This design comes from an exercise in tuning for small area on the open sky130 flow, not from production work.
The RTL was checked by simulation tests, not by an equivalence proof against the original design.
Power is estimated from default activity; no workload was simulated.

==> design/flow/design.v <==
module dcpu16_core (
    input  wire         clk,
    input  wire         rst,         
    input  wire         start,       
    output wire         busy,        
    output reg          mem_req,
    output reg          mem_we,
    output wire [15:0]  mem_addr,
    output wire [15:0]  mem_wdata,
    input  wire         mem_ready,
    input  wire [15:0]  mem_rdata,
    output wire [127:0] regs,        
    output wire [15:0]  pc,
    output wire [15:0]  sp,
    output wire         o
);
    localparam [3:0] S_IDLE  = 4'd0,
                     S_FETCH = 4'd1,
                     S_RES   = 4'd2,
                     S_POP2  = 4'd3,
                     S_NW    = 4'd4,
                     S_RD    = 4'd5,
                     S_EXEC  = 4'd6,
                     S_LOOP  = 4'd7,    
                     S_DFIN  = 4'd10,   
                     S_MVH   = 4'd11,   
                     S_WB    = 4'd12,
                     S_SKIP  = 4'd13,
                     S_END   = 4'd14,
                     S_PREP  = 4'd15;   
    reg [15:0] gpr [0:7];
    reg [15:0] pc_r;
    reg [15:0] sp_r;
    reg        o_r;
    reg [3:0]  st;
    reg [9:0]  ir;           
    reg        which;
    reg [4:0]  cnt;
    reg [15:0] X, Y, H, L;
    reg        sgn;
    wire [3:0] op   = ir[3:0];
    wire [5:0] ca   = ir[9:4];
    wire [5:0] cb   = Y[15:10];
    wire [5:0] code = which ? cb : ca;
    assign busy = (st != S_IDLE);
    assign regs = {gpr[7], gpr[6], gpr[5], gpr[4], gpr[3], gpr[2], gpr[1], gpr[0]};
    assign pc   = pc_r;
    assign sp   = sp_r;
    assign o    = o_r;
    assign mem_wdata = X;
    assign mem_addr  = L;
    reg p_pc, p_sp, p_gpr, p_x, p_h, p_hs;      
    reg q_y, q_rd, q_one, q_lit, q_o;           
    reg sub;                                    
    reg chain, kin, csel;                       
    reg ld_v, ld_a;                             
    reg ld_x, ld_y, ld_h, ld_l, ld_pc, ld_sp, ld_gpr;
    reg shl_step;
    reg o_ld;  reg o_nx;
    reg [3:0]  st_nx;
    reg        which_nx;
    reg        cnt_clr, cnt_inc;
    reg [2:0]  gi;                              
    wire [15:0] gval = gpr[gi];
    wire [15:0] P = ({16{p_pc}}  & pc_r)
                  | ({16{p_sp}}  & sp_r)
                  | ({16{p_gpr}} & gval)
                  | ({16{p_x}}   & X)
                  | ({16{p_h}}   & H)
                  | ({16{p_hs}}  & {H[14:0], X[15] & (op != 4'd4)});
    wire [15:0] Q = ({16{q_y}}   & Y)
                  | ({16{q_rd}}  & mem_rdata)
                  | {15'd0, q_one}
                  | ({16{q_lit}} & {11'd0, code[4:0]})
                  | {15'd0, q_o & o_r};
    wire [15:0] Qx = Q ^ {16{sub}};
    reg  [15:0] sum, co;
    reg         ci;
    integer b;
    always @(*) begin
        for (b = 0; b < 16; b = b + 1) begin
            ci = chain ? ((b == 0) ? sub : co[b-1]) : kin;
            sum[b] = P[b] ^ Qx[b] ^ ci;
            co[b]  = (P[b] & Qx[b]) | (P[b] & ci) | (Qx[b] & ci);
        end
    end
    wire        cout = co[15];
    wire [15:0] res  = csel ? co : sum;
    wire zero = (res == 16'd0);
    wire big   = (Y[15:4] != 12'd0);
    wire is_dm = (op == 4'd5) | (op == 4'd6);
    wire sh_en = (op == 4'd7) ? (big | (cnt[3:0] < Y[3:0])) :
                 (op == 4'd8) ? (!big & (cnt[3:0] >= Y[3:0])) : 1'b1;
    wire nsgn  = H[15] ^ cout ^ sub;
    wire qbit  = is_dm & ~nsgn;
    wire c_reg  = (code[5:3] == 3'd0);
    wire c_ind  = (code[5:3] == 3'd1);
    wire c_idx  = (code[5:3] == 3'd2);
    wire c_lit  = code[5];
    wire d_reg  = (ca[5:3] == 3'd0);
    wire d_mem  = (ca[5:3] == 3'd1) || (ca[5:3] == 3'd2) || (ca == 6'd24) ||
                  (ca == 6'd25) || (ca == 6'd26) || (ca == 6'd30);
    always @(*) begin
        p_pc = 0; p_sp = 0; p_gpr = 0; p_x = 0; p_h = 0; p_hs = 0;
        q_y = 0; q_rd = 0; q_one = 0; q_lit = 0; q_o = 0;
        sub = 0; chain = 1; kin = 0; csel = 0;
        ld_v = 0; ld_a = 0;
        ld_x = 0; ld_y = 0; ld_h = 0; ld_l = 0; ld_pc = 0; ld_sp = 0; ld_gpr = 0;
        shl_step = 0;
        o_ld = 0; o_nx = 0;
        st_nx = st;
        which_nx = which;
        cnt_clr = 0; cnt_inc = 0;
        gi = code[2:0];
        mem_req = 0; mem_we = 0;
        case (st)
            S_IDLE: begin
                ld_h = 1;             
                cnt_clr = 1;
                if (start) st_nx = S_FETCH;
            end
            S_FETCH: begin
                mem_req = 1;
                q_rd = 1; ld_y = 1;   
                which_nx = 1'b0;
                if (mem_ready) st_nx = S_RES;
            end
            S_RES: begin
                if (c_lit) begin
                    q_lit = 1; ld_v = 1;
                end else if (c_reg) begin
                    p_gpr = 1; ld_v = 1;
                end else if (c_ind) begin
                    p_gpr = 1; ld_a = 1; st_nx = S_RD;
                end else if (c_idx || code == 6'd30 || code == 6'd31) begin
                    p_pc = 1; q_one = 1; ld_pc = 1; ld_l = 1; st_nx = S_NW;
                end else begin
                    case (code[2:0])
                        3'd0: begin p_sp = 1; ld_a = 1; st_nx = S_POP2; end        
                        3'd1: begin p_sp = 1; ld_a = 1; st_nx = S_RD; end          
                        3'd2: begin p_sp = 1; q_one = 1; sub = 1; ld_a = 1;        
                                    ld_sp = 1; st_nx = S_RD; end
                        3'd3: begin p_sp = 1; ld_v = 1; end                        
                        3'd4: begin p_pc = 1; ld_v = 1; end                        
                        default: begin q_o = 1; ld_v = 1; end                      
                    endcase
                end
            end
            S_POP2: begin
                p_sp = 1; q_one = 1; ld_sp = 1; st_nx = S_RD;
            end
            S_NW: begin
                mem_req = 1;
                q_rd = 1;
                if (code == 6'd31) begin
                    ld_v = mem_ready;
                end else begin
                    p_gpr = !code[3];      
                    ld_a = mem_ready;
                    if (mem_ready) st_nx = S_RD;
                end
            end
            S_RD: begin
                mem_req = 1;
                q_rd = 1;
                ld_v = mem_ready;
            end
            S_EXEC: begin
                p_x = 1; q_y = 1;
                case (op)
                    4'd0: st_nx = S_END;
                    4'd1: begin p_x = 0; ld_x = 1; st_nx = S_WB; end
                    4'd2: begin ld_x = 1; o_ld = 1; o_nx = cout; st_nx = S_WB; end
                    4'd3: begin sub = 1; ld_x = 1; o_ld = 1; o_nx = !cout; st_nx = S_WB; end
                    4'd4, 4'd5, 4'd6, 4'd7, 4'd8: st_nx = S_LOOP;
                    4'd9:  begin chain = 0; csel = 1; ld_x = 1; st_nx = S_WB; end
                    4'd10: begin chain = 0; kin = 1; csel = 1; ld_x = 1; st_nx = S_WB; end
                    4'd11: begin chain = 0; ld_x = 1; st_nx = S_WB; end
                    4'd12: begin sub = 1; st_nx = zero ? S_END : S_SKIP; end
                    4'd13: begin sub = 1; st_nx = zero ? S_SKIP : S_END; end
                    4'd14: begin sub = 1; st_nx = (zero || !cout) ? S_SKIP : S_END; end
                    default: begin chain = 0; csel = 1; st_nx = zero ? S_SKIP : S_END; end
                endcase
            end
            S_LOOP: begin
                p_hs = 1;
                q_y = is_dm | (op == 4'd4 & X[15]);
                sub = is_dm & ~sgn;
                if (cnt[4]) begin
                    case (op)
                        4'd4: begin o_ld = 1; o_nx = sgn; st_nx = S_MVH; end
                        4'd7: begin o_ld = 1; o_nx = sgn; st_nx = S_WB; end
                        4'd8: begin o_ld = 1; o_nx = 1'b0; st_nx = S_MVH; end
                        default: st_nx = S_DFIN;
                    endcase
                end else begin
                    cnt_inc = 1;
                    shl_step = sh_en;
                end
            end
            S_DFIN: begin
                q_y = 1;
                if (zero) begin ld_x = 1; ld_h = 1; end
                o_ld = 1; o_nx = (op == 4'd5) & zero;
                st_nx = (op == 4'd5) ? S_WB : S_MVH;
            end
            S_MVH: begin
                p_h = 1; q_y = sgn & (op == 4'd6); ld_x = 1; st_nx = S_WB;
            end
            S_WB: begin
                p_x = 1;
                gi = ca[2:0];
                st_nx = S_END;
                if (d_reg) ld_gpr = 1;
                else if (ca == 6'd27) ld_sp = 1;
                else if (ca == 6'd28) begin q_one = 1; ld_pc = 1; ld_l = 1; st_nx = S_IDLE; end
                else if (ca == 6'd29) begin o_ld = 1; o_nx = !zero; end
                else if (d_mem) begin
                    mem_req = 1; mem_we = 1;
                    st_nx = mem_ready ? S_END : S_WB;
                end
            end
            S_SKIP: begin
                p_pc = 1; q_one = 1; ld_pc = 1; st_nx = S_END;
            end
            S_END: begin
                p_pc = 1; q_one = 1; ld_pc = 1; ld_l = 1; st_nx = S_IDLE;
            end
            S_PREP: begin
                if (which) begin p_x = 1; ld_l = 1; which_nx = 1'b0; end
                else begin
                    mem_req = 1; q_rd = 1; ld_x = mem_ready;
                    if (mem_ready) st_nx = S_EXEC;
                end
            end
            default: st_nx = S_IDLE;
        endcase
        if (ld_v) begin
            if (which) begin ld_y = 1; st_nx = d_mem ? S_PREP : S_EXEC; end
            else begin ld_x = 1; which_nx = 1'b1; st_nx = S_RES; end
        end
        if (ld_a) begin
            ld_l = 1;
            if (!which) ld_x = 1;
        end
        if (!which && st_nx == S_RD) begin
            which_nx = 1'b1; st_nx = S_RES;
        end
    end
    wire [15:0] wdat = res & {16{~rst}};
    integer k;
    always @(posedge clk) begin
        for (k = 0; k < 8; k = k + 1)
            if (rst || (ld_gpr && gi == k[2:0])) gpr[k] <= wdat;
        if (rst || ld_pc) pc_r <= wdat;
        if (rst || ld_sp) sp_r <= wdat;
        if (rst || o_ld)  o_r  <= o_nx & ~rst;
        if (rst || ld_l)  L    <= wdat;    
    end
    always @(posedge clk) begin
        if (rst) st <= S_IDLE;
        else     st <= st_nx;
        which <= which_nx;
        if (cnt_clr) cnt <= 5'd0;
        else if (cnt_inc) cnt <= cnt + 5'd1;
        if (st == S_FETCH) ir <= mem_rdata[9:0];
        if (ld_x) X <= res;
        else if (shl_step) X <= {X[14:0], qbit};
        if (ld_y) Y <= res;
        if (ld_h) H <= res;
        else if (shl_step) H <= res;
        if (st == S_IDLE) sgn <= 1'b0;
        else if (shl_step) sgn <= (op == 4'd4) ? (sgn | H[15] | cout) :
                                  (op == 4'd7) ? (sgn | X[15]) : nsgn;
    end
endmodule
==> design/flow/flow/run.sh <==
#!/bin/bash
# Own flow: the standard layout (standard.sh) with three changes.
#  1. Synthesis is the standard one, except that ABC maps the logic with an
#     area-oriented script (flow/abc_area.script in place of ORFS's own).
#     ABC does not touch registers: their names and cells are unchanged.
#  2. Port buffers are buf_1 cells (every port still gets its own buffer).
#  3. Clock tree: clkbuf_16 cells, sink clusters of up to 25, no dummy loads.
# Each step's full output goes to a log file in the work folder.
set -euo pipefail
W=$PWD
rm -rf "$W/scripts_abc"
cp -r "$FLOW_HOME/scripts" "$W/scripts_abc"
cp "$W/flow/abc_area.script" "$W/scripts_abc/abc_area.script"
bash standard.sh SCRIPTS_DIR="$W/scripts_abc" synth > "$W/flow_synth.log" 2>&1
bash standard.sh \
  "BUFFER_PORTS_ARGS=-buffer_cell sky130_fd_sc_hd__buf_1" \
  "CTS_ARGS=-sink_clustering_enable -repair_clock_nets -buf_list sky130_fd_sc_hd__clkbuf_16 -sink_clustering_size 25 -sink_clustering_max_diameter 100 -dont_use_dummy_load" \
  finish > "$W/flow_finish.log" 2>&1
==> design/flow/flow/abc_area.script <==
strash
&get -n; &fraig -x; &put
dc2; dc2
&get -n; &dch -f; &nf -R 1000 -p -F 10 -A 10; &put
==> design/flow/standard.sh <==
#!/bin/bash
# synth_recipe.tcl (not shown) runs the flow's synth.tcl, then flattens the netlist and writes it again
# the make line also repeats each setting of config.mk as NAME=value (left out here)
make -C /OpenROAD-flow-scripts/flow DESIGN_CONFIG=/design/flow/config.mk WORK_HOME=/design/flow/orfs CLKGATE_MAP_FILE= SYNTH_SCRIPT=/design/flow/synth_recipe.tcl "${@:-finish}"
==> design/flow/config.mk <==
export PLATFORM = sky130hd
export DESIGN_NAME = dcpu16_core
export DESIGN_NICKNAME = dcpu16_core
export VERILOG_FILES = /design/flow/design.v
export SDC_FILE = /design/flow/constraint.sdc
export NUM_CORES = 4
export LEC_CHECK = 0
export ABC_AREA = 1
export CAP_MARGIN = 20
export CORE_MARGIN = 2
export CORE_UTILIZATION = 40
export PLACE_DENSITY = 0.6
export SLEW_MARGIN = 20
==> design/flow/constraint.sdc <==
create_clock -name core_clock -period 33.0 [get_ports {clk}]
set_input_delay 6.6000 -clock core_clock [delete_from_list [all_inputs] [get_ports {clk}]]
set_output_delay 6.6000 -clock core_clock [all_outputs]
set_load 0.01 [all_outputs]
==> results of run 1 <==
-- cell usage after synthesis, drive strengths merged (11+ instances only) --
library cell | count | area [sq um]
o211ai | 14 | 105
a221oi | 13 | 114
dfxtp | 11 | 220
mux2i | 17 | 170
edfxtp | 235 | 7060
a22oi | 26 | 195
xor2 | 16 | 140
mux2 | 16 | 180
a31oi | 11 | 68.8
a21o | 25 | 188
a21oi | 39 | 195
nor2 | 49 | 184
fa | 16 | 320
nand2 | 67 | 251
nand3 | 12 | 60.1
o21ai | 22 | 110
a222oi | 42 | 420
nor2b | 19 | 119
clkinv | 15 | 56.3
-- layout make-up --
cell class	instances	area, sq um
fillers	2473	14200
clock buffers	14	350
well taps	341	427
flip-flops and latches	246	7280
repair buffers	235	957
multi-input cells	508	3630
inverters	15	56.3
-- report_power, final --
part / internal, uW / switching, uW / leakage, uW
clock: 76.4 / 97.3 / 0.000173
combinational: 131 / 324 / 0.00159
sequential: 494 / 73.6 / 0.00248
-- registers in the layout, indices dropped and copies added, names as in the netlist --
name	count
sgn	1
cnt	5
Y	16
which	1
ir	10
pc_r	16
sp_r	16
L	16
H	16
st	4
o_r	1
X	16
gpr	128
-- logic make-up (layout without fill, tap and decap cells) --
family                     after synthesis  in the layout
DFF                                    246            246
AOI/OAI and AO/OA                      221            221
and+or+nand+nor                        214            214
muxes                                   33             33
adders and majority gates               21             21
xor gates and xnor gates                19             19
buffers and inverters                   15            264
-- how the worst max path moves through the flow --
stage,slack [ps],cells past startpoint,endpoint,startpoint
3_3_place_gp,14180,42,X[11],mem_rdata[0]
5_1_grt,13970,42,X[15],mem_rdata[0]
3_5_place_dp,13840,42,X[11],mem_rdata[0]
4_1_cts,14340,42,X[15],mem_rdata[0]
2_1_floorplan,15020,41,X[0],mem_rdata[0]
6_report,14590,42,X[15],mem_rdata[0]
-- routing by layer --
layer | vias up | global-route usage (%) | part of all wire [%] | wire length, um
met3 | 45 | 7.25 | 11 | 3990
met2 | 496 | 39.9 | 46 | 17400
met5 | - | 0 | 0 | 0
li1 | 3649 | - | - | -
met1 | 4126 | 35.3 | 41 | 15200
met4 | 0 | 5.83 | 2.2 | 814
-- critical path, delay by kind of cell --
kind	cells	cell delay, ps
multiplexers	1	300
XOR/XNOR	1	120
AND/OR/NAND/NOR	5	1910
AO/OA/AOI/OAI	18	3180
adder cells (fa/ha/maj)	16	6280
buffers and inverters	1	100
-- through the flow --
step / total power, uW / area [sq um] / cells / util, %
3_5_place_dp: 1020 / 12300 / 1345 / 45.9
6_report: 1200 / 12700 / 1359 / 47.2
2_1_floorplan: 803 / 10900 / 769 / -
5_1_grt: 1260 / 12700 / 1359 / 47.2
3_3_place_gp: 1020 / 12300 / 1345 / 45.9
4_1_cts: 1190 / 12700 / 1359 / 47.2
==> results_dict.tcl, run 1 <==
set metrics [dict create \
    synth_compound_gate_area_share_pct 15.0 \
    ys_async_sr_fraction_pct 0 \
    numPortBuffers 215 \
    routed_wire_length_per_instance_um 27.5 \
    pre_cts_slack_ps 13840 \
    worst-slew-pin-transition_ps 1120 \
    endpoint_kind "flop" \
    grt_pass1_wl_mm 54.1 \
    post_route_cells_drive_above_1_share_pct 3.93 \
    critical_path.reg2reg.endpoint "X[15]" \
    layout_common_cells "235 x sky130_fd_sc_hd__edfxtp_1, 215 x sky130_fd_sc_hd__buf_1, 67 x sky130_fd_sc_hd__nand2_1" \
    finalWeightedCongestion 0.854 \
    post_cts_buffers 0 \
    post_synth_xor_area_fraction_pct 1.52 \
    crit_path_start_kind "primary input" \
    holdBufCountCts 0 \
    syn_avg_cell_area_sq_um 14.2 \
    total_leakage_power_uw 0.00424 \
    die_h_um 169 \
    drc 0 \
    timing.hold.worst_path_depth 2 \
    hpwlAfterDp_mm 26.0 \
    clock_latency_ps 500 \
    synthesis.area_sq_um 10900 \
    timing.hold.worst.class "reg -> reg" \
    critical_path.slowest_cell "sky130_fd_sc_hd__nand2b_1" \
    via_count_of_the_first_global_routing_pass 8067 \
    synth_enable_flop_cells 235 \
    yosys.area_share.simple_pct 9.67 \
    vias_per_cell 6.12 \
    holdPathEnd "cnt[4]" \
    hold_slack_ps 567 \
    max-clock-path-buffers 3 \
    routed_wirelength_mm 37.4 \
    grt_start_max_net_pins 31 \
    track_usage_pct 25.4 \
    setup_viol_count_final 0 \
    firstDrtPassIters 8 \
    post_cts_resized 0 \
    worst-r2r-setup-slack_ps 18300 \
    p_per_area_nw_per_um2 94.2 \
    ioPinCount 216 \
    worst_path_largest_cell_delay_ps 670 \
    final_max_slew_viol_count 0 \
    largest_family_of_logic_cells_by_synthesized_area "compound AO/OA/AOI/OAI gates" \
    count_of_yosys_warnings_during_synthesis 2 \
    design.core.area_sq_um 26900 \
    seq_area_frac_synth_pct 66.6 \
    insertedDiodeCount 0 \
    reg2regPathDepth 46 \
    yosysUniqueCellTypes 54 \
    fin_setup_tns_ps 0 \
    die_area_sq_um 28700 \
    syn_to_final_growth_pct 16.2 \
    final.period_utilization_pct 55.8 \
    total_congestion_overflow_after_global_routing 0 \
    cts_tree "built" \
    first_iter_violations 1158 \
    floorplan.rows 60 \
    chipWidth_um 169 \
    setup_repair_after_global_routing_missed_its_margin "false" \
    timing.fmax_ghz 0.0543 \
    layout_commonest_cell "sky130_fd_sc_hd__edfxtp_1" \
    cts_root_buffer "sky130_fd_sc_hd__clkbuf_16" \
    cts.reportedPaths.clkPinSlew_ps 90 \
    dr_total_vias 8316 \
    vdd.ir_drop.worst_uv 42.6 \
    r2r-start "which" \
    clkSinkCount 246 \
    antenna_violating_nets_post_route 0 \
    cts_buffers 14 \
    timing.critical_path.required_ps 33100 \
    path_class "in -> reg" \
    area_share_of_fa_ha_maj_cells_after_synthesis_pct 3.50 \
    timing.critical_path.mode_cell "sky130_fd_sc_hd__fa_1" \
    outcome "complete, no violations" \
    report.final.hold_viol_count 0 \
    worst_slew_margin_rel_pct 25.3 \
    initial_utilization_pct 40.7 \
    antenna_found_initial 0 \
    crit_fanout 24 \
    setup_slack_ps 14590 \
    critical_path_arrival_ps 18510 \
    finClkSkew_ps 48.9 \
    worstHoldStart "cnt[3]" \
    ys.flop_type "sky130_fd_sc_hd__edfxtp_1" \
    layout.nets 1061 \
    synth.area.mux_share_pct 3.21 \
    mappedNetlistNets 810 \
    htree_num_levels 1 \
    ys_seq_elements 246 \
    netlist_instances 769 \
    final_period_minus_worst_setup_slack_ps 18410 \
    count_of_maximum_capacitance_violations 0 \
]
==> run 2: changes to the inputs <==
--- a/design/flow/design.v
+++ b/design/flow/design.v
@@ -24,2 +24,3 @@
                      S_LOOP  = 4'd7,    
+                     S_POST  = 4'd9,    
                      S_DFIN  = 4'd10,   
@@ -37,3 +38,3 @@
     reg        which;
-    reg [4:0]  cnt;
+    reg [3:0]  cnt;
     reg [15:0] X, Y, H, L;
@@ -54,3 +55,2 @@
     reg sub;                                    
-    reg chain, kin, csel;                       
     reg ld_v, ld_a;                             
@@ -69,3 +69,3 @@
                   | ({16{p_h}}   & H)
-                  | ({16{p_hs}}  & {H[14:0], X[15] & (op != 4'd4)});
+                  | ({16{p_hs}}  & {H[14:0], hs_lsb});
     wire [15:0] Q = ({16{q_y}}   & Y)
@@ -76,3 +76,3 @@
     wire [15:0] Qx = Q ^ {16{sub}};
-    reg  [15:0] sum, co;
+    reg  [15:0] res, co;
     reg         ci;
@@ -81,4 +81,4 @@
         for (b = 0; b < 16; b = b + 1) begin
-            ci = chain ? ((b == 0) ? sub : co[b-1]) : kin;
-            sum[b] = P[b] ^ Qx[b] ^ ci;
+            ci = (b == 0) ? sub : co[b-1];
+            res[b] = P[b] ^ Qx[b] ^ ci;
             co[b]  = (P[b] & Qx[b]) | (P[b] & ci) | (Qx[b] & ci);
@@ -87,3 +87,2 @@
     wire        cout = co[15];
-    wire [15:0] res  = csel ? co : sum;
     wire zero = (res == 16'd0);
@@ -91,4 +90,9 @@
     wire is_dm = (op == 4'd5) | (op == 4'd6);
-    wire sh_en = (op == 4'd7) ? (big | (cnt[3:0] < Y[3:0])) :
-                 (op == 4'd8) ? (!big & (cnt[3:0] >= Y[3:0])) : 1'b1;
+    wire is_lg = (op == 4'd9) | (op == 4'd10) | (op == 4'd11) | (op == 4'd15);
+    wire yb    = Y[~cnt];
+    wire bitop = (op == 4'd10) ? (X[15] | yb) :
+                 (op == 4'd11) ? (X[15] ^ yb) : (X[15] & yb);
+    wire hs_lsb = is_lg ? bitop : (X[15] & (op != 4'd4));
+    wire sh_en = (op == 4'd7) ? (big | (cnt < Y[3:0])) :
+                 (op == 4'd8) ? (!big & (cnt >= Y[3:0])) : 1'b1;
     wire nsgn  = H[15] ^ cout ^ sub;
@@ -99,3 +103,2 @@
     wire c_lit  = code[5];
-    wire d_reg  = (ca[5:3] == 3'd0);
     wire d_mem  = (ca[5:3] == 3'd1) || (ca[5:3] == 3'd2) || (ca == 6'd24) ||
@@ -105,3 +108,3 @@
         q_y = 0; q_rd = 0; q_one = 0; q_lit = 0; q_o = 0;
-        sub = 0; chain = 1; kin = 0; csel = 0;
+        sub = 0;
         ld_v = 0; ld_a = 0;
@@ -174,10 +177,7 @@
                     4'd3: begin sub = 1; ld_x = 1; o_ld = 1; o_nx = !cout; st_nx = S_WB; end
-                    4'd4, 4'd5, 4'd6, 4'd7, 4'd8: st_nx = S_LOOP;
-                    4'd9:  begin chain = 0; csel = 1; ld_x = 1; st_nx = S_WB; end
-                    4'd10: begin chain = 0; kin = 1; csel = 1; ld_x = 1; st_nx = S_WB; end
-                    4'd11: begin chain = 0; ld_x = 1; st_nx = S_WB; end
+                    4'd4, 4'd5, 4'd6, 4'd7, 4'd8,
+                    4'd9, 4'd10, 4'd11, 4'd15: st_nx = S_LOOP;
                     4'd12: begin sub = 1; st_nx = zero ? S_END : S_SKIP; end
                     4'd13: begin sub = 1; st_nx = zero ? S_SKIP : S_END; end
-                    4'd14: begin sub = 1; st_nx = (zero || !cout) ? S_SKIP : S_END; end
-                    default: begin chain = 0; csel = 1; st_nx = zero ? S_SKIP : S_END; end
+                    default: begin sub = 1; st_nx = (zero || !cout) ? S_SKIP : S_END; end   
                 endcase
@@ -188,13 +188,14 @@
                 sub = is_dm & ~sgn;
-                if (cnt[4]) begin
-                    case (op)
-                        4'd4: begin o_ld = 1; o_nx = sgn; st_nx = S_MVH; end
-                        4'd7: begin o_ld = 1; o_nx = sgn; st_nx = S_WB; end
-                        4'd8: begin o_ld = 1; o_nx = 1'b0; st_nx = S_MVH; end
-                        default: st_nx = S_DFIN;
-                    endcase
-                end else begin
-                    cnt_inc = 1;
-                    shl_step = sh_en;
-                end
+                cnt_inc = 1;
+                shl_step = sh_en;
+                if (cnt == 4'd15) st_nx = S_POST;
+            end
+            S_POST: begin
+                case (op)
+                    4'd4: begin o_ld = 1; o_nx = sgn; st_nx = S_MVH; end
+                    4'd7: begin o_ld = 1; o_nx = sgn; st_nx = S_WB; end
+                    4'd8: begin o_ld = 1; o_nx = 1'b0; st_nx = S_MVH; end
+                    4'd5, 4'd6: st_nx = S_DFIN;
+                    default: st_nx = S_MVH;    
+                endcase
             end
@@ -207,3 +208,5 @@
             S_MVH: begin
-                p_h = 1; q_y = sgn & (op == 4'd6); ld_x = 1; st_nx = S_WB;
+                p_h = 1; q_y = sgn & (op == 4'd6); ld_x = 1;
+                if (op == 4'd15) st_nx = zero ? S_SKIP : S_END;    
+                else st_nx = S_WB;
             end
@@ -211,5 +214,4 @@
                 p_x = 1;
-                gi = ca[2:0];
                 st_nx = S_END;
-                if (d_reg) ld_gpr = 1;
+                if (c_reg) ld_gpr = 1;
                 else if (ca == 6'd27) ld_sp = 1;
@@ -229,6 +231,6 @@
             S_PREP: begin
-                if (which) begin p_x = 1; ld_l = 1; which_nx = 1'b0; end
+                if (!which) begin p_x = 1; ld_l = 1; which_nx = 1'b1; end
                 else begin
                     mem_req = 1; q_rd = 1; ld_x = mem_ready;
-                    if (mem_ready) st_nx = S_EXEC;
+                    if (mem_ready) begin which_nx = 1'b0; st_nx = S_EXEC; end
                 end
@@ -238,3 +240,3 @@
         if (ld_v) begin
-            if (which) begin ld_y = 1; st_nx = d_mem ? S_PREP : S_EXEC; end
+            if (which) begin ld_y = 1; which_nx = 1'b0; st_nx = d_mem ? S_PREP : S_EXEC; end
             else begin ld_x = 1; which_nx = 1'b1; st_nx = S_RES; end
@@ -245,3 +247,3 @@
         end
-        if (!which && st_nx == S_RD) begin
+        if (!which && st_nx == S_RD && st != S_PREP) begin
             which_nx = 1'b1; st_nx = S_RES;
@@ -263,4 +265,4 @@
         which <= which_nx;
-        if (cnt_clr) cnt <= 5'd0;
-        else if (cnt_inc) cnt <= cnt + 5'd1;
+        if (cnt_clr) cnt <= 4'd0;
+        else if (cnt_inc) cnt <= cnt + 4'd1;
         if (st == S_FETCH) ir <= mem_rdata[9:0];
==> results_dict.tcl, run 2 <==
set metrics [dict create \
    endpoint_kind "flop" \
    grt_start_max_net_pins 32 \
    count_of_yosys_warnings_during_synthesis 2 \
    htree_num_levels 1 \
    crit_path_start_kind "primary input" \
    antenna_violating_nets_post_route 0 \
    post_cts_resized 0 \
    holdBufCountCts 0 \
    routed_wirelength_mm 37.8 \
    drc 0 \
    finalWeightedCongestion 0.943 \
    total_congestion_overflow_after_global_routing 0 \
    grt_pass1_wl_mm 54.9 \
    power.switching_fraction_pct 37.7 \
    design.core.area_sq_um 26700 \
    cts_tree "built" \
    cts.reportedPaths.clkPinSlew_ps 100 \
    timing.fmax_ghz 0.0661 \
    ys_seq_elements 245 \
    numPortBuffers 215 \
    cts_root_buffer "sky130_fd_sc_hd__clkbuf_16" \
    post_cts_buffers 0 \
    dr_total_vias 8459 \
    mappedNetlistNets 817 \
    chipWidth_um 168 \
    path_class "in -> reg" \
    count_of_maximum_capacitance_violations 0 \
    final_max_slew_viol_count 0 \
    timing.hold.worst.class "reg -> reg" \
    synthesis.area_sq_um 10800 \
    final.period_utilization_pct 45.8 \
    ys.flop_type "sky130_fd_sc_hd__edfxtp_1" \
    finClkSkew_ps 66.8 \
    synthMostInstantiatedCell "sky130_fd_sc_hd__edfxtp_1" \
    report.final.hold_viol_count 0 \
    seqPwrFrac_pct 49.6 \
    critical_path.slowest_cell "sky130_fd_sc_hd__fa_1" \
    setup_viol_count_final 0 \
    hpwlAfterDp_mm 26.3 \
    antenna_found_initial 0 \
    combPwrFrac_pct 32.8 \
    layout_common_cells "235 x sky130_fd_sc_hd__edfxtp_1, 215 x sky130_fd_sc_hd__buf_1, 67 x sky130_fd_sc_hd__nand2_1" \
    vias_per_cell 6.18 \
    worst_slew_margin_rel_pct 25.2 \
    via_count_of_the_first_global_routing_pass 8189 \
    syn_avg_cell_area_sq_um 13.9 \
    die_h_um 168 \
    setup_slack_ps 17870 \
    max-clock-path-buffers 3 \
    pre_cts_slack_ps 16960 \
    synth_commonest_cells "235 x sky130_fd_sc_hd__edfxtp_1, 70 x sky130_fd_sc_hd__nor2_1, 67 x sky130_fd_sc_hd__nand2_1" \
    layout.nets 1072 \
    insertedDiodeCount 0 \
    layout_commonest_cell "sky130_fd_sc_hd__edfxtp_1" \
    internal_power_uw 610 \
    first_iter_violations 1168 \
    firstDrtPassIters 6 \
    fill_cells 2467 \
    area.sequential_sq_um 7260 \
    p_per_area_nw_per_um2 78.0 \
    routed_wire_length_per_instance_um 27.6 \
    seq_area_frac_synth_pct 67.4 \
    worst_path_largest_cell_delay_ps 520 \
    initial_utilization_pct 40.4 \
    synth_enable_flop_cells 235 \
    final_period_minus_worst_setup_slack_ps 15130 \
    crit_fanout 10 \
    yosys-top-cells-area "sky130_fd_sc_hd__edfxtp_1 66%, sky130_fd_sc_hd__a222oi_1 4.6%, sky130_fd_sc_hd__fa_1 2.8%" \
    setup_repair_after_global_routing_missed_its_margin "false" \
    timing.critical_path.required_ps 33380 \
    post_route_cells_drive_above_1_share_pct 4.86 \
    die_area_sq_um 28200 \
    floorplan.rows 60 \
    ioPinCount 216 \
    clkSinkCount 245 \
    netlist_instances 775 \
    synth_largest_type_area_fraction_pct 65.6 \
    track_usage_pct 26.3 \
    clockPowerShare_pct 17.6 \
    yosysUniqueCellTypes 49 \
    clock_latency_ps 500 \
    number_of_flip_flops_under_the_largest_register_name 128 \
    total_leakage_power_uw 0.00419 \
    ys_async_sr_fraction_pct 0 \
    syn_to_final_growth_pct 16.7 \
    fin_setup_tns_ps 0 \
    outcome "complete, no violations" \
    critical_path_arrival_ps 15510 \
    largest_register_by_flop_count "gpr" \
    timing.critical_path.mode_cell "sky130_fd_sc_hd__fa_1" \
    multiInputGateArea_sq_um 3410 \
    cts_buffers 14 \
    worst-slew-pin-transition_ps 1120 \
    vdd.ir_drop.worst_uv 46.3 \
    netSwitchingPower_uw 369 \
    cell_taking_the_most_area_after_synthesis "sky130_fd_sc_hd__edfxtp_1" \
]
run 2: path summary, 6_finish.rpt:
check                              to  slack, ps  cells past startpoint          from
worst max-delay path            st[2]      17870                     35  mem_rdata[0]
worst min-delay path              sgn        610                      2           sgn
worst max register to register  st[2]      21550                     41         which
worst min register to register    sgn        610                      2           sgn
run 2: stage by stage:
stage               hold WS [ps]  total power (uW)  instances  cell area, sq um  utilization, %
floorplan                    473               658        775             10800               -
global placement             568               804       1354             12200            45.8
detailed placement           568               806       1354             12200            45.8
CTS                          584               977       1368             12500            47.1
global route                 618              1020       1369             12600            47.1
finish                       607               979       1369             12600            47.1
run 2: worst max-delay path, delay by kind of cell:
family	cells	cell delay, ps
buffers and inverters	7	760
adders and majority gates	15	5630
muxes	1	180
AOI/OAI and AO/OA	3	770
and+or+nand+nor	9	1550
run 2: cell families (layout without fill, tap and decap cells):
| kind of cell | Yosys count | in the layout | synth area share [%] |
|---|---|---|---|
| muxes | 15 | 15 | 1.83 |
| DFF | 245 | 245 | 67.4 |
| AOI/OAI and AO/OA | 210 | 210 | 14.5 |
| and+or+nand+nor | 230 | 230 | 9.92 |
| adders and majority gates | 22 | 22 | 3.60 |
| buffers and inverters | 34 | 287 | 1.19 |
| xor gates and xnor gates | 19 | 19 | 1.55 |
run 2: power by group through the flow:
stage	clock network [uW]	logic [uW]	registers, uW
3_3_place_gp	0	314	490
6_report	173	321	486
5_1_grt	184	348	492
3_5_place_dp	0	316	491
4_1_cts	175	318	484
2_1_floorplan	0	162	496
run 2: final cells by class:
type | instances | share of cell area [%]
tap | 341 | 3.40
multi-input combinational | 496 | 27.1
clock buffer | 14 | 2.79
timing repair buffer | 239 | 7.89
inverter | 34 | 1.02
sequential | 245 | 57.8
run 2: metal layers:
layer,global-route usage [%],wire length [um]
met1,36.2,15300
met2,41.4,17500
met3,5.22,3500
met4,10.3,1500
met5,0,0
==> run 3: changes to the inputs <==
--- a/design/flow/flow/run.sh
+++ b/design/flow/flow/run.sh
@@ -6,3 +6,4 @@
 #  2. Port buffers are buf_1 cells (every port still gets its own buffer).
-#  3. Clock tree: clkbuf_16 cells, sink clusters of up to 25, no dummy loads.
+#  3. Clock tree: clkbuf_16 leaf buffers for sink clusters of up to 25,
+#     smaller tree and root buffers, no dummy loads.
 # Each step's full output goes to a log file in the work folder.
@@ -16,3 +17,3 @@
   "BUFFER_PORTS_ARGS=-buffer_cell sky130_fd_sc_hd__buf_1" \
-  "CTS_ARGS=-sink_clustering_enable -repair_clock_nets -buf_list sky130_fd_sc_hd__clkbuf_16 -sink_clustering_size 25 -sink_clustering_max_diameter 100 -dont_use_dummy_load" \
+  "CTS_ARGS=-sink_clustering_enable -repair_clock_nets -dont_use_dummy_load -buf_list sky130_fd_sc_hd__clkbuf_16 -sink_clustering_size 25 -sink_clustering_max_diameter 100 -tree_buf sky130_fd_sc_hd__clkbuf_2 -root_buf sky130_fd_sc_hd__clkbuf_4" \
   finish > "$W/flow_finish.log" 2>&1
==> results_dict.tcl, run 3 <==
set metrics [dict create \
    outcome "complete, no violations" \
    hpwlAfterDp_mm 26.3 \
    yosys-top-cells-area "sky130_fd_sc_hd__edfxtp_1 66%, sky130_fd_sc_hd__a222oi_1 4.6%, sky130_fd_sc_hd__fa_1 2.8%" \
    timing.hold.worst.class "reg -> reg" \
    max-clock-path-buffers 3 \
    syn_to_final_growth_pct 16.3 \
    post_layout_nonfiller_instances 1370 \
    timing.critical_path.required_ps 33580 \
    dr_total_vias 8396 \
    vdd.ir_drop.worst_uv 46.2 \
    p_per_area_nw_per_um2 77.1 \
    post_cts_resized 0 \
    post_cts_buffers 0 \
    post-place-cells 1354 \
    netlist_instances 775 \
    cts_tree "built" \
    largest_family_of_logic_cells_by_synthesized_area "compound AO/OA/AOI/OAI gates" \
    setup_slack_ps 18000 \
    largest_register_by_flop_count "gpr" \
    finClkSkew_ps 110 \
    cts_root_buffer "sky130_fd_sc_hd__clkbuf_4" \
    clkSinkCount 245 \
    setup_viol_count_final 0 \
    track_usage_pct 26.3 \
    worst_path_largest_cell_delay_ps 520 \
    critical_path.slowest_cell "sky130_fd_sc_hd__fa_1" \
    drc 0 \
    grt_pass1_wl_mm 54.8 \
    seq_area_frac_synth_pct 67.4 \
    grt_start_max_net_pins 32 \
    crit_path_start_kind "primary input" \
    pre_cts_slack_ps 16960 \
    via_count_of_the_first_global_routing_pass 8180 \
    numPortBuffers 215 \
    cts.reportedPaths.clkPinSlew_ps 100 \
    total_congestion_overflow_after_global_routing 0 \
    initial_utilization_pct 40.4 \
    utilization_pct 46.9 \
    chipWidth_um 168 \
    ioPinCount 216 \
    routed_wire_length_per_instance_um 27.5 \
    final_period_minus_worst_setup_slack_ps 15000 \
    clock_latency_ps 690 \
    setup_repair_after_global_routing_missed_its_margin "false" \
    syn_avg_cell_area_sq_um 13.9 \
    floorplan.rows 60 \
    synth_commonest_cells "235 x sky130_fd_sc_hd__edfxtp_1, 70 x sky130_fd_sc_hd__nor2_1, 67 x sky130_fd_sc_hd__nand2_1" \
    critical_path_arrival_ps 15580 \
    area_share_of_fa_ha_maj_cells_after_synthesis_pct 3.60 \
    post_route_cells_drive_above_1_share_pct 4.86 \
    design_power_total_uw 964 \
    endpoint_kind "flop" \
    synth_largest_type_area_fraction_pct 65.6 \
    final_max_slew_viol_count 0 \
    layout_commonest_cell "sky130_fd_sc_hd__edfxtp_1" \
    timing.fmax_ghz 0.0667 \
    number_of_flip_flops_under_the_largest_register_name 128 \
    report.final.hold_viol_count 0 \
    ys.flop_type "sky130_fd_sc_hd__edfxtp_1" \
    antenna_violating_nets_post_route 0 \
    worst-slew-pin-transition_ps 1160 \
    routed_wirelength_mm 37.7 \
    vias_per_cell 6.13 \
    count_of_maximum_capacitance_violations 0 \
    final.period_utilization_pct 45.5 \
    mappedNetlistNets 817 \
    cts_buffers 14 \
    worst_slew_margin_rel_pct 23.0 \
    layout.nets 1072 \
    finalWeightedCongestion 0.943 \
    ys_async_sr_fraction_pct 0 \
    crit_fanout 10 \
    path_class "in -> reg" \
    count_of_yosys_warnings_during_synthesis 2 \
    synth_enable_flop_cells 235 \
    fin_setup_tns_ps 0 \
    synthMostInstantiatedCell "sky130_fd_sc_hd__edfxtp_1" \
    die_h_um 168 \
    fill_cells 2471 \
    post_synth_xor_area_fraction_pct 1.55 \
    die_area_sq_um 28200 \
    total_leakage_power_uw 0.00416 \
    yosys.area_share.simple_pct 9.92 \
    design.core.area_sq_um 26700 \
    synth.area.mux_share_pct 1.83 \
    firstDrtPassIters 6 \
    first_iter_violations 1174 \
    synth_compound_gate_area_share_pct 14.5 \
    holdBufCountCts 0 \
    ys_seq_elements 245 \
    yosysUniqueCellTypes 49 \
    synthesis.area_sq_um 10800 \
    htree_num_levels 1 \
    timing.critical_path.mode_cell "sky130_fd_sc_hd__fa_1" \
    layout_common_cells "235 x sky130_fd_sc_hd__edfxtp_1, 215 x sky130_fd_sc_hd__buf_1, 67 x sky130_fd_sc_hd__nand2_1" \
    antenna_found_initial 1 \
    cell_taking_the_most_area_after_synthesis "sky130_fd_sc_hd__edfxtp_1" \
]
==> run 3: cell type report <==
class / instances / area (sq um) / area share [%]
timing repair buffer: 239 / 991 / 7.92
clock buffer: 14 / 298 / 2.38
tap: 341 / 427 / 3.41
multi-input combinational: 496 / 3410 / 27.3
inverter: 34 / 128 / 1.02
sequential: 245 / 7260 / 58.0
antenna: 1 / 2.50 / 0.0200
==> run 3: path summary, 6_finish.rpt <==
kind	start	end	slack (ps)	cells after the start
setup / recovery	mem_rdata[0]	st[2]	18000	35
hold reg to reg	X[6]	X[7]	600	2
setup reg to reg	which	st[2]	21560	41
hold / removal	X[6]	X[7]	600	2
==> run 3: worst max-delay path: cells and delay by family <==
family | cells | cell delay [ps]
adder cells (fa/ha/maj) | 15 | 5620
multiplexers | 1 | 180
buffers and inverters | 7 | 760
AND/OR/NAND/NOR | 9 | 1570
AO/OA/AOI/OAI | 3 | 820
==> run 3: routing by layer <==
metal / wire length (um) / share of wire [%] / GRT usage [%] / vias to the layer above
met5: 0 / 0 / 0 / -
met4: 1540 / 4.1 / 10.0 / 0
met3: 3640 / 9.7 / 5.83 / 63
met2: 17300 / 46 / 41.4 / 495
met1: 15200 / 40 / 35.8 / 4188
li1: - / - / - / 3650
==> run 3: where the power goes <==
part	internal [uW]	switching, uW	total [uW]
combinational	95.3	226	321
sequential	439	46.8	485
clock	63.0	94.7	158
==> run 3: stage by stage <==
| step | instance area [sq um] | hold slack [ps] |
|---|---|---|
| floorplan | 10800 | 473 |
| global placement | 12200 | 568 |
| detailed placement | 12200 | 568 |
| CTS | 12500 | 584 |
| global route | 12500 | 618 |
| finish | 12500 | 596 |
==> run 3: cell families (layout without fill, tap and decap cells) <==
group	Yosys count	in the layout
xor+xnor	19	19
other cells	0	1
simple gates	230	230
mux	15	15
flops	245	245
buf+inv	34	287
fa+ha+maj	22	22
compound gates	210	210
==> run 4: changes to the inputs <==
--- a/design/flow/design.v
+++ b/design/flow/design.v
@@ -26,3 +26,2 @@
                      S_DFIN  = 4'd10,   
-                     S_MVH   = 4'd11,   
                      S_WB    = 4'd12,
@@ -52,3 +51,3 @@
     assign mem_addr  = L;
-    reg p_pc, p_sp, p_gpr, p_x, p_h, p_hs;      
+    reg p_pc, p_sp, p_gpr, p_x, p_hs;           
     reg q_y, q_rd, q_one, q_lit, q_o;           
@@ -68,3 +67,2 @@
                   | ({16{p_x}}   & X)
-                  | ({16{p_h}}   & H)
                   | ({16{p_hs}}  & {H[14:0], hs_lsb});
@@ -94,3 +92,3 @@
                  (op == 4'd11) ? (X[15] ^ yb) : (X[15] & yb);
-    wire hs_lsb = is_lg ? bitop : (X[15] & (op != 4'd4));
+    wire hs_lsb = X[15] & (op != 4'd4);
     wire sh_en = (op == 4'd7) ? (big | (cnt < Y[3:0])) :
@@ -98,3 +96,3 @@
     wire nsgn  = H[15] ^ cout ^ sub;
-    wire qbit  = is_dm & ~nsgn;
+    wire qbit  = is_dm ? ~nsgn : (is_lg & bitop);
     wire c_reg  = (code[5:3] == 3'd0);
@@ -106,3 +104,3 @@
     always @(*) begin
-        p_pc = 0; p_sp = 0; p_gpr = 0; p_x = 0; p_h = 0; p_hs = 0;
+        p_pc = 0; p_sp = 0; p_gpr = 0; p_x = 0; p_hs = 0;
         q_y = 0; q_rd = 0; q_one = 0; q_lit = 0; q_o = 0;
@@ -190,3 +188,7 @@
                 shl_step = sh_en;
-                if (cnt == 4'd15) st_nx = S_POST;
+                if (cnt == 4'd15) begin
+                    st_nx = S_POST;
+                    if (op == 4'd4 || op == 4'd6 || op == 4'd8) ld_x = 1;
+                    if (op == 4'd8) p_hs = !big;
+                end
             end
@@ -194,7 +196,8 @@
                 case (op)
-                    4'd4: begin o_ld = 1; o_nx = sgn; st_nx = S_MVH; end
-                    4'd7: begin o_ld = 1; o_nx = sgn; st_nx = S_WB; end
-                    4'd8: begin o_ld = 1; o_nx = 1'b0; st_nx = S_MVH; end
-                    4'd5, 4'd6: st_nx = S_DFIN;
-                    default: st_nx = S_MVH;    
+                    4'd4, 4'd7: begin o_ld = 1; o_nx = sgn; st_nx = S_WB; end
+                    4'd8: begin o_ld = 1; o_nx = 1'b0; st_nx = S_WB; end
+                    4'd5: st_nx = S_DFIN;
+                    4'd6: begin p_x = 1; q_y = sgn; ld_x = 1; st_nx = S_DFIN; end   
+                    4'd15: begin p_x = 1; st_nx = zero ? S_SKIP : S_END; end   
+                    default: st_nx = S_WB;     
                 endcase
@@ -203,10 +206,5 @@
                 q_y = 1;
-                if (zero) begin ld_x = 1; ld_h = 1; end
+                if (zero) ld_x = 1;
                 o_ld = 1; o_nx = (op == 4'd5) & zero;
-                st_nx = (op == 4'd5) ? S_WB : S_MVH;
-            end
-            S_MVH: begin
-                p_h = 1; q_y = sgn & (op == 4'd6); ld_x = 1;
-                if (op == 4'd15) st_nx = zero ? S_SKIP : S_END;    
-                else st_nx = S_WB;
+                st_nx = S_WB;
             end
==> results_dict.tcl, run 4 <==
set metrics [dict create \
    fill_cells 2424 \
    post_cts_resized 0 \
    outcome "complete, no violations" \
    path_class "in -> reg" \
    post_cts_buffers 0 \
    netlist_instances 786 \
    number_of_flip_flops_under_the_largest_register_name 128 \
    mappedNetlistNets 828 \
    routed_wirelength_mm 36.2 \
    final_period_minus_worst_setup_slack_ps 15390 \
    ys_seq_elements 245 \
    layout_common_cells "235 x sky130_fd_sc_hd__edfxtp_1, 215 x sky130_fd_sc_hd__buf_1, 93 x sky130_fd_sc_hd__nand2_1" \
    numPortBuffers 215 \
    synthesis.area_sq_um 10700 \
    count_of_yosys_warnings_during_synthesis 2 \
    clock_latency_ps 710 \
    crit_fanout 7 \
    finalWeightedCongestion 0.862 \
    timing.fmax_ghz 0.0650 \
    placedInstanceArea_sq_um 12100 \
    fin_setup_tns_ps 0 \
    post_route_cells_drive_above_1_share_pct 3.87 \
    holdBufCountCts 0 \
    synth_enable_flop_cells 235 \
    final_max_slew_viol_count 0 \
    final.period_utilization_pct 46.6 \
    seq_area_frac_synth_pct 67.7 \
    via_count_of_the_first_global_routing_pass 8048 \
    initial_utilization_pct 40.9 \
    setup_repair_after_global_routing_missed_its_margin "false" \
    yosys-top-cells-area "sky130_fd_sc_hd__edfxtp_1 66%, sky130_fd_sc_hd__a222oi_1 4.3%, sky130_fd_sc_hd__nand2_1 3.3%" \
    timing.critical_path.required_ps 33520 \
    yosysUniqueCellTypes 48 \
    track_usage_pct 25.1 \
    design.core.area_sq_um 26200 \
    worst-slew-pin-transition_ps 1040 \
    ys.flop_type "sky130_fd_sc_hd__edfxtp_1" \
    finClkSkew_ps 149 \
    syn_to_final_growth_pct 15.8 \
    vias_per_cell 6.04 \
    antenna_violating_nets_post_route 0 \
    synth_commonest_cells "235 x sky130_fd_sc_hd__edfxtp_1, 93 x sky130_fd_sc_hd__nand2_1, 60 x sky130_fd_sc_hd__nor2_1" \
    worstHoldStart "X[0]" \
    floorplan.rows 59 \
    chipWidth_um 168 \
    synth_largest_type_area_fraction_pct 65.9 \
    hpwlAfterDp_mm 25.8 \
    ys_async_sr_fraction_pct 0 \
    cp-startpoint "mem_rdata[0]" \
    cts_tree "built" \
    drc 0 \
    total_congestion_overflow_after_global_routing 0 \
    worst_slew_margin_rel_pct 30.5 \
    grt_start_max_net_pins 32 \
    first_iter_violations 1259 \
    clkSinkCount 245 \
    r2r-start "which" \
    critical_path_arrival_ps 15910 \
    cts_buffers 14 \
    report.final.hold_viol_count 0 \
    setup_viol_count_final 0 \
    routed_wire_length_per_instance_um 26.5 \
    cts.reportedPaths.clkPinSlew_ps 100 \
    area.sequential_sq_um 7260 \
    vdd.ir_drop.worst_uv 43.5 \
    multiInputGateArea_sq_um 3350 \
    firstDrtPassIters 9 \
    cts_root_buffer "sky130_fd_sc_hd__clkbuf_4" \
    max-clock-path-buffers 3 \
    ioPinCount 216 \
    antenna_found_initial 1 \
    timing.hold.worst.class "reg -> reg" \
    syn_avg_cell_area_sq_um 13.6 \
    dr_total_vias 8268 \
    die_area_sq_um 28100 \
    count_of_maximum_capacitance_violations 0 \
    critical_path.slowest_cell "sky130_fd_sc_hd__fa_1" \
    endpoint_kind "flop" \
    grt_pass1_wl_mm 52.4 \
    htree_num_levels 1 \
    layout_commonest_cell "sky130_fd_sc_hd__edfxtp_1" \
    synthMostInstantiatedCell "sky130_fd_sc_hd__edfxtp_1" \
    worst_path_largest_cell_delay_ps 520 \
    largest_register_by_flop_count "gpr" \
    total_leakage_power_uw 0.00420 \
    crit_path_start_kind "primary input" \
    timing.critical_path.mode_cell "sky130_fd_sc_hd__fa_1" \
    p_per_area_nw_per_um2 89.0 \
    hold_slack_ps 525 \
    cell_taking_the_most_area_after_synthesis "sky130_fd_sc_hd__edfxtp_1" \
    fin_area_sq_um 12400 \
    layout.nets 1077 \
    die_h_um 168 \
]
==> run 4: changes by cell type in the layout (fill, tap and decap cells not counted), sizes merged, moves of 8 or more <==
cell	delta
a221oi	-11
nand3	+10
a21oi	+11
a31oi	-8
nor2	-10
nand2	+26
==> run 4: layout make-up <==
type	count	area share (%)
flip-flops and latches	245	58.5
multi-input cells	505	27.0
repair buffers	233	7.65
well taps	335	3.38
clock buffers	14	2.40
inverters	36	1.09
diodes	1	0.0202
==> run 4: critical path, delay by kind of cell <==
kind / cells / cell delay (ps)
AOI/OAI and AO/OA: 6 / 1220
adders and majority gates: 15 / 5530
and+or+nand+nor: 8 / 1720
buffers and inverters: 8 / 800
==> run 4: metrics by stage <==
stage	total power (uW)	std cells	setup WS (ps)	utilization (%)
2_1_floorplan	751	786	16850	-
3_3_place_gp	944	1353	17190	46.2
3_5_place_dp	946	1353	17010	46.2
4_1_cts	1100	1367	17660	47.3
5_1_grt	1160	1369	17190	47.4
6_report	1100	1369	17610	47.4
==> run 4: report_power, final <==
group / internal [uW] / switching [uW] / leakage [uW]
logic: 120 / 285 / 0.00159
clock network: 63.1 / 96.2 / 0.000149
registers: 476 / 64.7 / 0.00247
==> run 4: final timing paths <==
path	to	slack [ps]	depth (start not counted)
worst max register to register	st[3]	21090	40
worst max-delay path	st[3]	17610	37
worst min-delay path	X[1]	520	2
worst min register to register	X[1]	520	2
==> run 4: routing by layer <==
layer | wire length [um] | global-route usage, %
met1 | 15000 | 34.8
met2 | 17500 | 41.5
met3 | 3100 | 4.25
met4 | 661 | 6.12
met5 | 0 | 0
==> run 4: cell families after synthesis <==
kind of cell	synth area share (%)
DFF	67.7
muxes	1.41
AOI/OAI and AO/OA	13.5
and+or+nand+nor	10.8
xor gates and xnor gates	1.63
adders and majority gates	3.62
buffers and inverters	1.26
==> run 5: changes to the inputs <==
--- a/design/flow/design.v
+++ b/design/flow/design.v
@@ -89,5 +89,4 @@
     wire is_lg = (op == 4'd9) | (op == 4'd10) | (op == 4'd11) | (op == 4'd15);
-    wire yb    = Y[~cnt];
-    wire bitop = (op == 4'd10) ? (X[15] | yb) :
-                 (op == 4'd11) ? (X[15] ^ yb) : (X[15] & yb);
+    wire bitop = (op == 4'd10) ? (X[15] | H[15]) :
+                 (op == 4'd11) ? (X[15] ^ H[15]) : (X[15] & H[15]);
     wire hs_lsb = X[15] & (op != 4'd4);
@@ -175,4 +174,4 @@
                     4'd3: begin sub = 1; ld_x = 1; o_ld = 1; o_nx = !cout; st_nx = S_WB; end
-                    4'd4, 4'd5, 4'd6, 4'd7, 4'd8,
-                    4'd9, 4'd10, 4'd11, 4'd15: st_nx = S_LOOP;
+                    4'd4, 4'd5, 4'd6, 4'd7, 4'd8: st_nx = S_LOOP;
+                    4'd9, 4'd10, 4'd11, 4'd15: begin p_x = 0; ld_h = 1; st_nx = S_LOOP; end   
                     4'd12: begin sub = 1; st_nx = zero ? S_END : S_SKIP; end
==> results_dict.tcl, run 5 <==
set metrics [dict create \
    netSwitchingPower_uw 358 \
    timing.fmax_ghz 0.0650 \
    finalWeightedCongestion 0.903 \
    routed_wire_length_per_instance_um 26.9 \
    first_iter_violations 1016 \
    critical_path.reg2reg.endpoint "X[0]" \
    worst_slew_margin_rel_pct 22.3 \
    total_leakage_power_uw 0.00409 \
    setup_repair_after_global_routing_missed_its_margin "false" \
    seqPwrFrac_pct 50.9 \
    outcome "complete, no violations" \
    ys.flop_type "sky130_fd_sc_hd__edfxtp_1" \
    layout_commonest_cell "sky130_fd_sc_hd__edfxtp_1" \
    synth_commonest_cells "235 x sky130_fd_sc_hd__edfxtp_1, 69 x sky130_fd_sc_hd__nand2_1, 66 x sky130_fd_sc_hd__nor2_1" \
    synth_largest_type_area_fraction_pct 66.8 \
    design_power_total_uw 948 \
    ys_async_sr_fraction_pct 0 \
    final_max_slew_viol_count 0 \
    track_usage_pct 25.0 \
    endpoint_kind "flop" \
    vdd.ir_drop.worst_uv 44.2 \
    cts_buffers 14 \
    holdBufCountCts 0 \
    cts_tree "built" \
    crit_path_start_kind "primary input" \
    ioPinCount 216 \
    post_cts_buffers 0 \
    floorplan.rows 59 \
    count_of_yosys_warnings_during_synthesis 2 \
    path_class "in -> reg" \
    initial_utilization_pct 40.7 \
    setup_viol_count_final 0 \
    timing.hold.worst_path_depth 2 \
    holdPathEnd "cnt[0]" \
    antenna_found_initial 1 \
    dr_total_vias 8229 \
    r2r-start "which" \
    layout.nets 1058 \
    multiInputGateArea_sq_um 3230 \
    combPwrFrac_pct 32.7 \
    report.final.hold_viol_count 0 \
    die_area_sq_um 27700 \
    power.switching_fraction_pct 37.7 \
    final_period_minus_worst_setup_slack_ps 15380 \
    post_cts_resized 0 \
    final.period_utilization_pct 46.6 \
    count_of_maximum_capacitance_violations 0 \
    max-clock-path-buffers 3 \
    critical_path_arrival_ps 15620 \
    finClkSkew_ps 144 \
    chipWidth_um 167 \
    timing.critical_path.required_ps 33230 \
    syn_avg_cell_area_sq_um 13.9 \
    worst_path_largest_cell_delay_ps 890 \
    mappedNetlistNets 800 \
    fill_cells 2386 \
    firstDrtPassIters 7 \
    largest_register_by_flop_count "gpr" \
    htree_num_levels 1 \
    number_of_flip_flops_under_the_largest_register_name 128 \
    layout_common_cells "235 x sky130_fd_sc_hd__edfxtp_1, 215 x sky130_fd_sc_hd__buf_1, 69 x sky130_fd_sc_hd__nand2_1" \
    synth_enable_flop_cells 235 \
    clockPowerShare_pct 16.4 \
    fin_area_sq_um 12300 \
    clkSinkCount 245 \
    numPortBuffers 215 \
    yosysUniqueCellTypes 45 \
    synthMostInstantiatedCell "sky130_fd_sc_hd__edfxtp_1" \
    vias_per_cell 6.10 \
    worstHoldStart "cnt[0]" \
    placedInstanceArea_sq_um 12000 \
    timing.critical_path.mode_cell "sky130_fd_sc_hd__fa_1" \
    critical_path.slowest_cell "sky130_fd_sc_hd__nor3_1" \
    seq_area_frac_synth_pct 68.7 \
    worst-slew-pin-transition_ps 1160 \
    crit_fanout 16 \
    via_count_of_the_first_global_routing_pass 7870 \
    yosys-top-cells-area "sky130_fd_sc_hd__edfxtp_1 67%, sky130_fd_sc_hd__a222oi_1 3.9%, sky130_fd_sc_hd__fa_1 2.8%" \
    synthesis.area_sq_um 10600 \
    grt_start_max_net_pins 31 \
    design.core.area_sq_um 26000 \
    antenna_violating_nets_post_route 0 \
    die_h_um 167 \
    post_route_cells_drive_above_1_share_pct 4.64 \
    cts_root_buffer "sky130_fd_sc_hd__clkbuf_4" \
    hpwlAfterDp_mm 25.8 \
    p_per_area_nw_per_um2 76.9 \
    grt_pass1_wl_mm 51.7 \
    clock_latency_ps 720 \
    timing.hold.worst.class "reg -> reg" \
    total_congestion_overflow_after_global_routing 0 \
    cts.reportedPaths.clkPinSlew_ps 90 \
    ys_seq_elements 245 \
    reg2regPathDepth 33 \
    worst-r2r-setup-slack_ps 21180 \
    netlist_instances 758 \
    syn_to_final_growth_pct 16.6 \
    internal_power_uw 591 \
    cell_taking_the_most_area_after_synthesis "sky130_fd_sc_hd__edfxtp_1" \
    area.sequential_sq_um 7260 \
    fin_setup_tns_ps 0 \
    drc 0 \
    routed_wirelength_mm 36.3 \
]
-- run 5: worst max-delay path, delay by kind of cell --
kind | cells | cell delay, ps
adder cells (fa/ha/maj) | 15 | 5600
buffers and inverters | 5 | 390
multiplexers | 1 | 150
AND/OR/NAND/NOR | 10 | 2870
-- run 5: how the worst max path moves through the flow --
stage,startpoint,slack (ps),to
finish,mem_rdata[0],17620,X[0]
global route,mem_rdata[1],17390,X[1]
CTS,mem_rdata[0],17770,X[0]
detailed placement,mem_rdata[0],17120,X[9]
global placement,mem_rdata[0],17270,X[9]
floorplan,mem_rdata[0],18090,X[14]
-- run 5: cells by family after synthesis --
group                      synth area share, %
buffers and inverters                     1.03
adders and majority gates                 3.67
DFF                                       68.7
AOI/OAI and AO/OA                         14.5
and+or+nand+nor                           9.47
xor gates and xnor gates                  1.57
muxes                                     1.11
-- run 5: stage by stage --
step | utilization (%) | worst slack, ps | hold slack, ps | std cells
after floorplan | - | 18090 | 489 | 758
after global placement | 46.2 | 17270 | 510 | 1334
after detailed placement | 46.2 | 17120 | 538 | 1334
after CTS | 47.4 | 17770 | 528 | 1348
after global routing | 47.4 | 17390 | 555 | 1350
final | 47.4 | 17620 | 535 | 1350
-- run 5: layout make-up --
| cell class | count | area share (%) |
|---|---|---|
| Sequential cell | 245 | 58.9 |
| Clock buffer | 14 | 2.42 |
| Multi-Input combinational cell | 484 | 26.2 |
| Timing Repair Buffer | 242 | 8.22 |
| Antenna cell | 1 | 0.0203 |
| Inverter | 29 | 0.883 |
| Tap cell | 335 | 3.40 |
-- run 5: power by group through the flow --
stage	clock [uW]	sequential, uW	combinational [uW]
3_5_place_dp	0	488	304
4_1_cts	158	482	306
6_report	156	483	310
5_1_grt	168	489	333
2_1_floorplan	0	494	156
3_3_place_gp	0	488	302
-- run 5: layer usage --
metal	track usage, %	vias up	wire (um)
met5	0	-	0
met4	7.95	0	1220
met3	6.39	69	3500
met2	40.3	484	17000
met1	33.2	4101	14600
li1	-	3575	-

separate check: timing with driven ports:
The flow's constraints put no driver on any port. The routed layouts listed below were extracted and timed again, unchanged, in two steps. Step 1 assumes that a clkbuf_16 drives the clock port and a buf_2 every other input. Step 2, shift: input delay + t, output delay - t, t = (earliest + latest rising clock arrival at the registers) / 2. This alone moves slack from input paths to output paths. Three values: ideal, step 1, step 2; two values: the first two.
run	t (ns)	slack for setup (ns)	clock arrival spread, ns
run 1	0.528	14.591 / 14.617 / 14.088	0.048 / 0.049
run 2	0.517	17.874 / 17.898 / 17.381	0.067 / 0.066
run 3	0.683	18.001 / 18.019 / 17.336	0.110 / 0.110
run 4	0.680	17.612 / 17.629 / 16.948	0.148 / 0.149
run 5	0.691	17.619 / 17.637 / 16.946	0.145 / 0.144
After both steps every run listed still meets setup and hold. For run 5, which loses most, drivers alone change the setup slack by +0.018 ns; drivers and shift together by -0.673 ns.
